Background: an optimization exercise with open tools, aiming at small area. Do not read the settings as production practice.
The RTL was checked by simulation tests, not by an equivalence proof against the original design.
No activity file was given, so power comes from the tool's default toggle rates.

## job 4304
## n8_busdbg
module n8_busdbg (
    input  wire        clk,
    input  wire        rst,
    input  wire        tick_i,
    input  wire [15:0] cpu_addr,
    input  wire        cpu_rw,       
    input  wire        cpu_sync,
    input  wire [7:0]  cpu_wdata,
    input  wire [15:0] cpu_pc,       
    output reg  [7:0]  cpu_rdata,
    output reg         cpu_irq,
    output reg  [15:0] ram_addr,
    output reg         ram_we,
    output reg  [7:0]  ram_wdata,
    input  wire [7:0]  ram_rdata,
    input  wire        tty_in_valid,
    input  wire [7:0]  tty_in_data,
    output reg         tty_out_valid,
    output wire [7:0]  tty_out_data,
    input  wire        host_valid,
    input  wire [7:0]  host_op,
    input  wire [15:0] host_addr,
    input  wire [7:0]  host_wdata,
    output reg         host_resp_valid,
    output reg  [1:0]  host_resp_status,
    output reg  [31:0] host_resp_data
);
    localparam OP_GET_TICKS       = 8'h06;
    localparam OP_ANCHOR_REALIGN  = 8'h07;
    localparam OP_GET_ANCHOR      = 8'h08;
    localparam OP_SET_BP          = 8'h10;
    localparam OP_CLR_BP          = 8'h11;
    localparam OP_SET_WP          = 8'h12;
    localparam OP_CLR_WP          = 8'h13;
    localparam OP_ENABLE_BP       = 8'h14;
    localparam OP_ENABLE_WP       = 8'h15;
    localparam OP_GET_BP_HIT      = 8'h16;
    localparam OP_GET_BP_HIT_ADDR = 8'h17;
    localparam OP_CLR_BP_HIT      = 8'h18;
    localparam OP_GET_WP_HIT      = 8'h19;
    localparam OP_GET_WP_HIT_ADDR = 8'h1A;
  ...
export LEC_CHECK = 0
export CAP_MARGIN = 20
export CORE_MARGIN = 2
export CORE_UTILIZATION = 58
export PLACE_DENSITY = 0.72
export SETUP_SLACK_MARGIN = 0.2
export SLEW_MARGIN = 20
export SYNTH_HIERARCHICAL = 1
export BUFFER_PORTS_ARGS = -buffer_cell sky130_fd_sc_hd__buf_1
export CTS_ARGS = -sink_clustering_enable -repair_clock_nets -sink_clustering_size 30 -sink_clustering_max_diameter 60 -buf_list sky130_fd_sc_hd__clkbuf_16 -dont_use_dummy_load
create_clock -name core_clock -period 10.0 [get_ports {clk}]
standard.sh (not shown) runs the stock make flow with config.mk's settings and CLKGATE_MAP_FILE= SYNTH_SCRIPT=/design/flow/synth_recipe.tcl, a recipe that flattens the netlist after the stock synthesis.
==> flow/flow/run.sh <==
#!/bin/bash
set -euo pipefail
cat >> config.mk <<'EOC'
export BUFFER_PORTS_ARGS = -buffer_cell sky130_fd_sc_hd__buf_1
export CTS_ARGS = -sink_clustering_enable -repair_clock_nets -sink_clustering_size 30 -sink_clustering_max_diameter 60 -buf_list sky130_fd_sc_hd__clkbuf_16 -dont_use_dummy_load
EOC
bash standard.sh synth > synth_make.log 2>&1
bash standard.sh finish > layout_make.log 2>&1
Job 4304 went all the way through the flow, and no timing, DRC or antenna check failed.
What job 3112 does differently from job 4304 at the input level:
==> flow/flow/run.sh <==
#!/bin/bash
set -euo pipefail
cat >> config.mk <<'EOC'
export BUFFER_PORTS_ARGS = -buffer_cell sky130_fd_sc_hd__buf_1
export CTS_ARGS = -sink_clustering_enable -repair_clock_nets -sink_clustering_size 34 -sink_clustering_max_diameter 65 -buf_list sky130_fd_sc_hd__clkbuf_16 -dont_use_dummy_load
EOC
bash standard.sh synth > synth_make.log 2>&1
bash standard.sh finish > layout_make.log 2>&1
-- flow/config.mk --
<<< job 4304, line 14
export SYNTH_HIERARCHICAL = 1
export BUFFER_PORTS_ARGS = -buffer_cell sky130_fd_sc_hd__buf_1
export CTS_ARGS = -sink_clustering_enable -repair_clock_nets -sink_clustering_size 30 -sink_clustering_max_diameter 60 -buf_list sky130_fd_sc_hd__clkbuf_16 -dont_use_dummy_load
>>> job 3112, line 14
export SYNTH_HIERARCHICAL = 1
export BUFFER_PORTS_ARGS = -buffer_cell sky130_fd_sc_hd__buf_1
export CTS_ARGS = -sink_clustering_enable -repair_clock_nets -sink_clustering_size 34 -sink_clustering_max_diameter 65 -buf_list sky130_fd_sc_hd__clkbuf_16 -dont_use_dummy_load
Results
In terms of number of H-tree levels, job 4304 and job 3112 differ only marginally.
Taking job 4304 as the reference, in job 3112 shortest clock period the worst path allows after layout down 0.036 ns; detailed-routing iteration count for the pre-antenna-repair pass saw a decrease.
Die area: job 3112 vs job 4304 identical
Compared job 4304 against job 3112; switching share of total power within noise.
Looking only at tightest slew margin relative to the limit, and setting everything else aside, the higher value of job 4304 and job 3112 goes to job 4304.
Max worst setup slack across job 4304 and job 3112: job 3112
Source-to-sink clock delay at the later pin of the worst-skew pair: job 3112 vs job 4304 up 0.04 ns
Between job 4304 and job 3112, the first-iteration DRC count is lower for job 3112.

re-timing with driven ports:
No port has a modelled driver above. Below, the same layouts with a new extraction and two added sets of constraints. Step 1 sets driving cells, clkbuf_16 on the clock port and buf_2 on the other inputs (assumed; they add their load-dependent delay and slew). Step 2 times the ports against the registers' clock, not the clock port: input delays grow and output delays shrink by t, the midpoint of the rising clock arrivals with the driver on. Slacks: ideal ports / drivers / drivers and shift; pairs: ideal ports / drivers.
| run | shift t [ns] | setup slack, ns | worst setup path after step 2 |
|---|---|---|---|
| job 4304 | 0.864 | 0.120 / 0.093 / 0.093 | input to output |
| job 3112 | 0.869 | 0.156 / 0.129 / 0.129 | input to output |
After both steps every run listed still meets setup and hold.
